Source: an optimization exercise on an open RTL-to-GDS flow (aim: small area, a short achievable clock period and few clock cycles). Production flows keep margins and buffers that such runs may drop. The RTL was checked by simulation tests, not by an equivalence proof against the original design. The flow treats the clock pin as an ideal source, which a real chip does not have. Power figures rest on the tool's default switching activity, not on a simulated workload.

## v6
// blabel2_enc
module blabel2_enc (
    input  wire        clk,
    input  wire        rst,
    input  wire        reg_wr,
    input  wire [7:0]  reg_addr,
    input  wire [31:0] reg_wdata,
    output wire [31:0] reg_rdata,
    output wire        busy,
    output wire        done,
    output wire        error,
    output wire        pix_req,
    output wire [15:0] pix_x,
    output wire [15:0] pix_y,
    input  wire        pix_ack,
    input  wire [7:0]  pix_r,
    input  wire [7:0]  pix_g,
    input  wire [7:0]  pix_b,
    output wire        out_valid,
    output reg  [7:0]  out_data,
    output wire        out_last,
    input  wire        out_ready
);
Size in the first run: ~770 cells after synthesis, ~110 flip-flops, about 150 I/O pins.
export LEC_CHECK = 0
export CAP_MARGIN = 20
export CORE_MARGIN = 2
export CORE_UTILIZATION = 40
export SETUP_SLACK_MARGIN = 4.8
export SLEW_MARGIN = 20
create_clock -name core_clock -period 10.0 [get_ports {clk}]
standard.sh (not shown) runs the stock make flow with config.mk's settings and CLKGATE_MAP_FILE= SYNTH_SCRIPT=/design/flow/synth_recipe.tcl, a recipe that flattens the netlist after the stock synthesis.
==> flow/flow/run.sh <==
#!/bin/bash
# Own layout flow: the standard ORFS flow (standard.sh) with
#  - synthesis through flow/synth.tcl (per-module ABC scripts, hierarchy kept
#    through ABC and flattened after, as synth_recipe.tcl does),
#  - port buffers of a given cell (BUFFER_PORTS_ARGS) instead of the default,
#  - clock tree options (CTS_ARGS) in place of ORFS's, and a post-CTS step
#    (flow/post_cts.tcl, if present) that upsizes clock buffers with slow edges.
# The make output goes to flow_make.log; ORFS keeps each step's log under orfs/logs.
set -euo pipefail
here=$(pwd)
export OWN_ABC_SCRIPT=$here/flow/abc_area.script
export OWN_ABC_RD=$here/flow/abc_rd.script
export OWN_CLK_SLEW_LIMIT_PS=90
bash standard.sh SYNTH_SCRIPT=$here/flow/synth.tcl SYNTH_HIERARCHICAL=1 \
  "BUFFER_PORTS_ARGS=-buffer_cell sky130_fd_sc_hd__buf_1" \
  "CTS_ARGS=-sink_clustering_enable -repair_clock_nets -buf_list sky130_fd_sc_hd__clkbuf_4 -dont_use_dummy_load"  "POST_CTS_TCL=$here/flow/post_cts.tcl" \
  finish > $here/flow_make.log 2>&1
Other scripts of this flow, unchanged in this note and not shown: flow/flow/abc_area.script, flow/flow/abc_rd.script, flow/flow/post_cts.tcl, flow/flow/synth.tcl
Testbench counts of v6, summed over its fixed seeds: cycles 240,949.
[inputs] v7 vs v6
- SETUP_SLACK_MARGIN: 4.8 -> 4.5
Notes after the runs:
v7 -> v6: initial core utilization delta 0, exact match. v7 vs. v6: global routing met3 resource utilization has remained practically unchanged, clock skew has decreased, routed wire length has decreased, proportion of synthesized chip area in sequential cells has remained practically unchanged. Switching power was higher in v6 than in v7. Setup slack, v7 and v6: higher on v6. Of v7 and v6, v6 shows the higher share of power burned in combinational logic, with v7 below it.

---

The RTL this note starts from:
==> flow/design.v <==
module blabel2_enc (
    input  wire        clk,
    input  wire        rst,
    input  wire        reg_wr,
    input  wire [7:0]  reg_addr,
    input  wire [31:0] reg_wdata,
    output wire [31:0] reg_rdata,
    output wire        busy,
    output wire        done,
    output wire        error,
    output wire        pix_req,
    output wire [15:0] pix_x,
    output wire [15:0] pix_y,
    input  wire        pix_ack,
    input  wire [7:0]  pix_r,
    input  wire [7:0]  pix_g,
    input  wire [7:0]  pix_b,
    output wire        out_valid,
    output reg  [7:0]  out_data,
    output wire        out_last,
    input  wire        out_ready
);
    localparam [7:0] A_CTRL    = 8'h00;
    localparam [7:0] A_CFG     = 8'h04;
    localparam [7:0] A_WIDTH   = 8'h08;
    localparam [7:0] A_HEIGHT  = 8'h0C;
    localparam [7:0] A_STATUS  = 8'h10;
    localparam [7:0] A_ERRINFO = 8'h14;
    localparam [2:0] P_IDLE  = 3'd0;
    localparam [2:0] P_PRE   = 3'd1;
    localparam [2:0] P_G     = 3'd2;
    localparam [2:0] P_LEN   = 3'd3;
    localparam [2:0] P_LEAD  = 3'd4;
    localparam [2:0] P_IMG   = 3'd5;
    localparam [2:0] P_TRAIL = 3'd6;
    localparam [2:0] P_TERM  = 3'd7;    
    reg  [3:0]  cfg_tape;
    reg         cfg_autocut;
    reg         cfg_inverse;
    reg  [15:0] width_r;
    reg  [15:0] height_r;
    reg         st_done;
    reg  [1:0]  st_errcode;
    reg  [15:0] info_h;
    reg  [3:0]  info_t;
    wire        j_autocut = sh[0];    
    reg         j_inverse;
    reg  [7:0]  j_img;
    wire [15:0] j_width = info_h;
    wire        j_cal   = info_t[3];
    reg  [2:0]  phase;
    reg  [3:0]  pos;
    reg         shfull;
    reg  [15:0] col;
    reg  [10:0] cnt;         
    reg  [8:0]  sh;
    wire [4:0] h_img5 = height_r[7:3];
    reg        tape_hit;
    always @(*) begin
        case (cfg_tape[2:0])
            3'd0:       tape_hit = (h_img5 == 5'd4);
            3'd1, 3'd2: tape_hit = (h_img5 == 5'd6)  || (h_img5 == 5'd7);
            3'd3, 3'd4: tape_hit = (h_img5 == 5'd8)  || (h_img5 == 5'd10);
            3'd5, 3'd6: tape_hit = (h_img5 == 5'd12) || (h_img5 == 5'd14);
            default:    tape_hit = (h_img5 == 5'd16);
        endcase
    end
    wire h_mult8  = (height_r[2:0] == 3'd0);
    wire is_cal   = (cfg_tape == 4'd8);
    wire bad_tape = cfg_tape[3] && (cfg_tape[2:0] != 3'd0);
    wire cal_ok   = (height_r[15:11] == 5'd0) &&
                    (height_r[10:3] != 8'd0) && (height_r[10:3] <= 8'd251);
    wire tape_ok  = (height_r[15:8] == 8'd0) && tape_hit;
    wire job_ok   = h_mult8 && !cfg_tape[3] ? tape_ok : (is_cal && h_mult8 && cal_ok);
    wire active = (phase != P_IDLE);
    assign busy  = active;
    assign done  = st_done;
    assign error = (st_errcode != 2'd0);
    wire   more    = (col != j_width);
    wire   fbusy   = (phase[2:1] != 2'b00) && more;
    assign pix_req = fbusy && !(shfull && cnt[0]);
    assign pix_x   = col;
    assign pix_y   = {5'd0, cnt};
    wire [7:0] img_byte = cnt[0] ? sh[8:1] : sh[7:0];
    wire [7:0] fill     = {8{j_inverse}};
    wire [7:0] len_byte = j_cal ? (j_img + 8'd4) : 8'h0F;
    reg [7:0] pre_byte;
    always @(*) begin
        pre_byte = 8'h00;
        if (cnt[9]) begin
            case (cnt[3:0])
                4'd0:  pre_byte = 8'h1B;
                4'd1:  pre_byte = 8'h40;
                4'd2:  pre_byte = 8'h1B;
                4'd3:  pre_byte = 8'h69;
                4'd4:  pre_byte = 8'h53;
                4'd5:  pre_byte = 8'h1B;
                4'd6:  pre_byte = 8'h69;
                4'd7:  pre_byte = 8'h4D;
                4'd8:  pre_byte = j_autocut ? 8'h40 : 8'h00;    
                4'd9:  pre_byte = 8'h1B;
                4'd10: pre_byte = 8'h69;
                4'd11: pre_byte = 8'h64;
                4'd12: pre_byte = 8'h14;
                default: pre_byte = 8'h00;
            endcase
        end
    end
    wire pre_end = cnt[9] && cnt[3] && cnt[2] && cnt[0];    
    always @(*) begin
        case (phase)
            P_PRE:   out_data = pre_byte;
            P_G:     out_data = 8'h47;
            P_LEN:   out_data = len_byte;
            P_IMG:   out_data = img_byte;
            P_TERM:  out_data = pos[0] ? 8'h1A : 8'h5A;
            default: out_data = fill;
        endcase
    end
    assign out_valid = active && (phase != P_IMG || shfull);
    assign out_last  = (phase == P_TERM) && pos[0];
    wire emit  = out_valid && out_ready;
    wire fetch = pix_req && pix_ack;
    wire ink   = (pix_r < 8'd150);
    blabel2_rd u_rd (
        .addr   (reg_addr),
        .cfg    ({cfg_inverse, cfg_autocut, cfg_tape}),
        .width  (width_r),
        .height (height_r),
        .status ({st_errcode, 1'b0, error, st_done, active}),
        .err    (error),
        .info_h (info_h),
        .info_t (info_t),
        .rdata  (reg_rdata)
    );
    wire start = reg_wr && (reg_addr == A_CTRL) && reg_wdata[0] && !active;
    wire        lead_zero = !j_cal && j_img[4];
    wire [2:0]  lead_sum  = pos[2:0] + j_img[3:1];
    wire        lead_end  = j_cal ? (pos[2:0] == 3'd4) : (lead_sum == 3'd0);
    wire [10:0] cnt_inc  = cnt + 11'd1;
    wire [15:0] col_inc  = col + 16'd1;
    wire        col_end  = (cnt[2:0] == 3'd7) && (cnt_inc[10:3] == j_img);
    wire        img_last = (cnt[10:3] == 8'd0);
    wire        rec_end  = (phase == P_IMG) ? (img_last && (j_cal || pos == 4'd15))
                                            : (pos == 4'd15);
    wire [2:0]  next_rec = more ? P_G : P_TERM;
    always @(posedge clk) begin
        if (rst) begin
            cfg_tape    <= 4'd0;
            cfg_autocut <= 1'b0;
            cfg_inverse <= 1'b0;
            width_r     <= 16'd0;
            height_r    <= 16'd0;
            st_done     <= 1'b0;
            st_errcode  <= 2'd0;
            phase       <= P_IDLE;
        end else begin
            if (reg_wr) begin
                case (reg_addr)
                    A_CFG: begin
                        cfg_tape    <= reg_wdata[3:0];
                        cfg_autocut <= reg_wdata[4];
                        cfg_inverse <= reg_wdata[5];
                    end
                    A_WIDTH:  width_r  <= reg_wdata[15:0];
                    A_HEIGHT: height_r <= reg_wdata[15:0];
                    default: ;
                endcase
            end
            if (start) begin
                st_done <= 1'b0;
                if (job_ok) begin
                    st_errcode <= 2'd0;
                    phase      <= P_PRE;
                end else
                    st_errcode <= bad_tape ? 2'd1 : 2'd2;
            end else if (emit) begin
                case (phase)
                    P_PRE:   if (pre_end) phase <= next_rec;
                    P_G:     phase <= P_LEN;
                    P_LEN:   phase <= lead_zero ? P_IMG : P_LEAD;
                    P_LEAD:  if (lead_end) phase <= P_IMG;
                    P_IMG:   if (img_last)
                                 phase <= rec_end ? next_rec : P_TRAIL;
                    P_TRAIL: if (rec_end) phase <= next_rec;
                    P_TERM:  if (pos[0]) begin
                                 phase   <= P_IDLE;
                                 st_done <= 1'b1;
                             end
                    default: ;
                endcase
            end
        end
    end
    always @(posedge clk) begin
        if (start) begin
            info_t    <= cfg_tape;
            info_h    <= job_ok ? width_r : height_r;
            sh[0]     <= cfg_autocut;
            j_inverse <= cfg_inverse;
            j_img     <= height_r[10:3];
            cnt       <= 11'd112;
            col       <= 16'd0;
            shfull    <= 1'b0;
        end else begin
            if (emit) begin
                if (phase == P_LEN || phase == P_PRE || rec_end)
                    pos <= 4'd0;
                else
                    pos <= pos + 4'd1;
            end
            if (emit && phase == P_IMG)
                shfull <= 1'b0;
            else if (fetch && cnt[2:0] == 3'd7)
                shfull <= 1'b1;
            if (emit && phase == P_PRE) begin
                cnt <= pre_end ? 11'd0 : cnt_inc;
            end else if (fetch) begin
                sh <= {sh[7:0], ink};
                if (col_end) begin
                    cnt <= 11'd0;
                    col <= col_inc;
                end else
                    cnt <= cnt_inc;
            end
        end
    end
endmodule
module blabel2_rd (
    input  wire [7:0]  addr,
    input  wire [5:0]  cfg,
    input  wire [15:0] width,
    input  wire [15:0] height,
    input  wire [5:0]  status,
    input  wire        err,
    input  wire [15:0] info_h,
    input  wire [3:0]  info_t,
    output reg  [31:0] rdata
);
    always @(*) begin
        case (addr)
            8'h04:   rdata = {26'd0, cfg};
            8'h08:   rdata = {16'd0, width};
            8'h0C:   rdata = {16'd0, height};
            8'h10:   rdata = {26'd0, status};
            8'h14:   rdata = err ? {info_h, 12'd0, info_t} : 32'd0;
            default: rdata = 32'd0;
        endcase
    end
endmodule
clock: 10.0 ns
lec_check: 0
cap_margin: 20
core_margin: 2
core_utilization: 40
setup_slack_margin: 4.5
slew_margin: 20
==> flow/flow/run.sh <==
#!/bin/bash
# Own layout flow: the standard ORFS flow (standard.sh) with
#  - synthesis through flow/synth.tcl (per-module ABC scripts, hierarchy kept
#    through ABC and flattened after, as synth_recipe.tcl does),
#  - port buffers of a given cell (BUFFER_PORTS_ARGS) instead of the default,
#  - clock tree options (CTS_ARGS) in place of ORFS's.
# The make output goes to flow_make.log; ORFS keeps each step's log under orfs/logs.
set -euo pipefail
here=$(pwd)
export OWN_ABC_SCRIPT=$here/flow/abc_area.script
bash standard.sh SYNTH_SCRIPT=$here/flow/synth.tcl SYNTH_HIERARCHICAL=1 \
  "BUFFER_PORTS_ARGS=-buffer_cell sky130_fd_sc_hd__buf_2" \
  "CTS_ARGS=-sink_clustering_enable -repair_clock_nets -buf_list sky130_fd_sc_hd__clkbuf_4 -dont_use_dummy_load -sink_clustering_size 24 -sink_clustering_max_diameter 80" \
  finish > $here/flow_make.log 2>&1
==> flow/flow/abc_area.script <==
strash
ifraig
scorr
dc2
strash
dch -f
amap
topo
==> flow/flow/synth.tcl <==
# The standard flow's synthesis (synth_recipe.tcl) with one change: ABC maps the top
# module with the area-oriented script beside this file, and the register
# read port (module blabel2_rd, logic only) with ORFS's own speed script.
# Registers are mapped before ABC runs, so they are the same as the standard flow's.
proc synth {args} { yosys synth -nofsm -noshare {*}$args }
proc abc {args} {
  set i [lsearch -exact $args -script]
  set area [lreplace $args [expr {$i+1}] [expr {$i+1}] $::env(OWN_ABC_SCRIPT)]
  yosys abc {*}$area blabel2_enc
  yosys abc {*}$args blabel2_rd
}
source $::env(SCRIPTS_DIR)/synth.tcl
# left out here: clear keep_hierarchy, flatten, clean up, hide names made inside functions, write 1_2_yosys.v
Testbench counts at the start, summed over its fixed seeds: cycles 240,949.
Then changed:
--- a/flow/flow/run.sh
+++ b/flow/flow/run.sh
@@ -10,5 +10,5 @@
 export OWN_ABC_SCRIPT=$here/flow/abc_area.script
 bash standard.sh SYNTH_SCRIPT=$here/flow/synth.tcl SYNTH_HIERARCHICAL=1 \
-  "BUFFER_PORTS_ARGS=-buffer_cell sky130_fd_sc_hd__buf_2" \
-  "CTS_ARGS=-sink_clustering_enable -repair_clock_nets -buf_list sky130_fd_sc_hd__clkbuf_4 -dont_use_dummy_load -sink_clustering_size 24 -sink_clustering_max_diameter 80" \
+  "BUFFER_PORTS_ARGS=-buffer_cell sky130_fd_sc_hd__buf_1" \
+  "CTS_ARGS=-sink_clustering_enable -repair_clock_nets -buf_list sky130_fd_sc_hd__clkbuf_4 -dont_use_dummy_load"  \
   finish > $here/flow_make.log 2>&1
=>
- cell count barely changes
- fmax is about the same
- first-iteration DRC count is lower by a little under a tenth
- final area is lower slightly
- clock-buffer cell count does not change
- via count is lower slightly
- clock skew is lower by 0.0058 ns

re-timing with driven ports:
In the flow no input, the clock included, has a driving cell. The finished layouts below were timed again as built, in two steps.
Step 1 sets driving cells, clkbuf_16 on the clock port and buf_2 on the other inputs (assumed; they add their load-dependent delay and slew).
Step 2 also shifts input and output timing later by t, the mid clock arrival at the registers, as if the neighbouring blocks saw the same clock.
a / b / c = ideal / step 1 / step 2; a / b = the first two.
run | shift t [ns] | slack for setup (ns) | worst setup path after step 2
v6 | 0.457 | 4.914 / 4.893 / 4.602 | input to register
v7 | 0.452 | 4.633 / 4.613 / 4.613 | input to output
the first run of note 2 | 0.552 | 4.630 / 4.611 / 4.521 | input to register
the second run of note 2 | 0.545 | 4.626 / 4.606 / 4.441 | input to register
After both steps every run listed still meets setup and hold. The setup slack of v6, which loses most, moves by -0.021 ns with the drivers and by -0.312 ns with both steps.
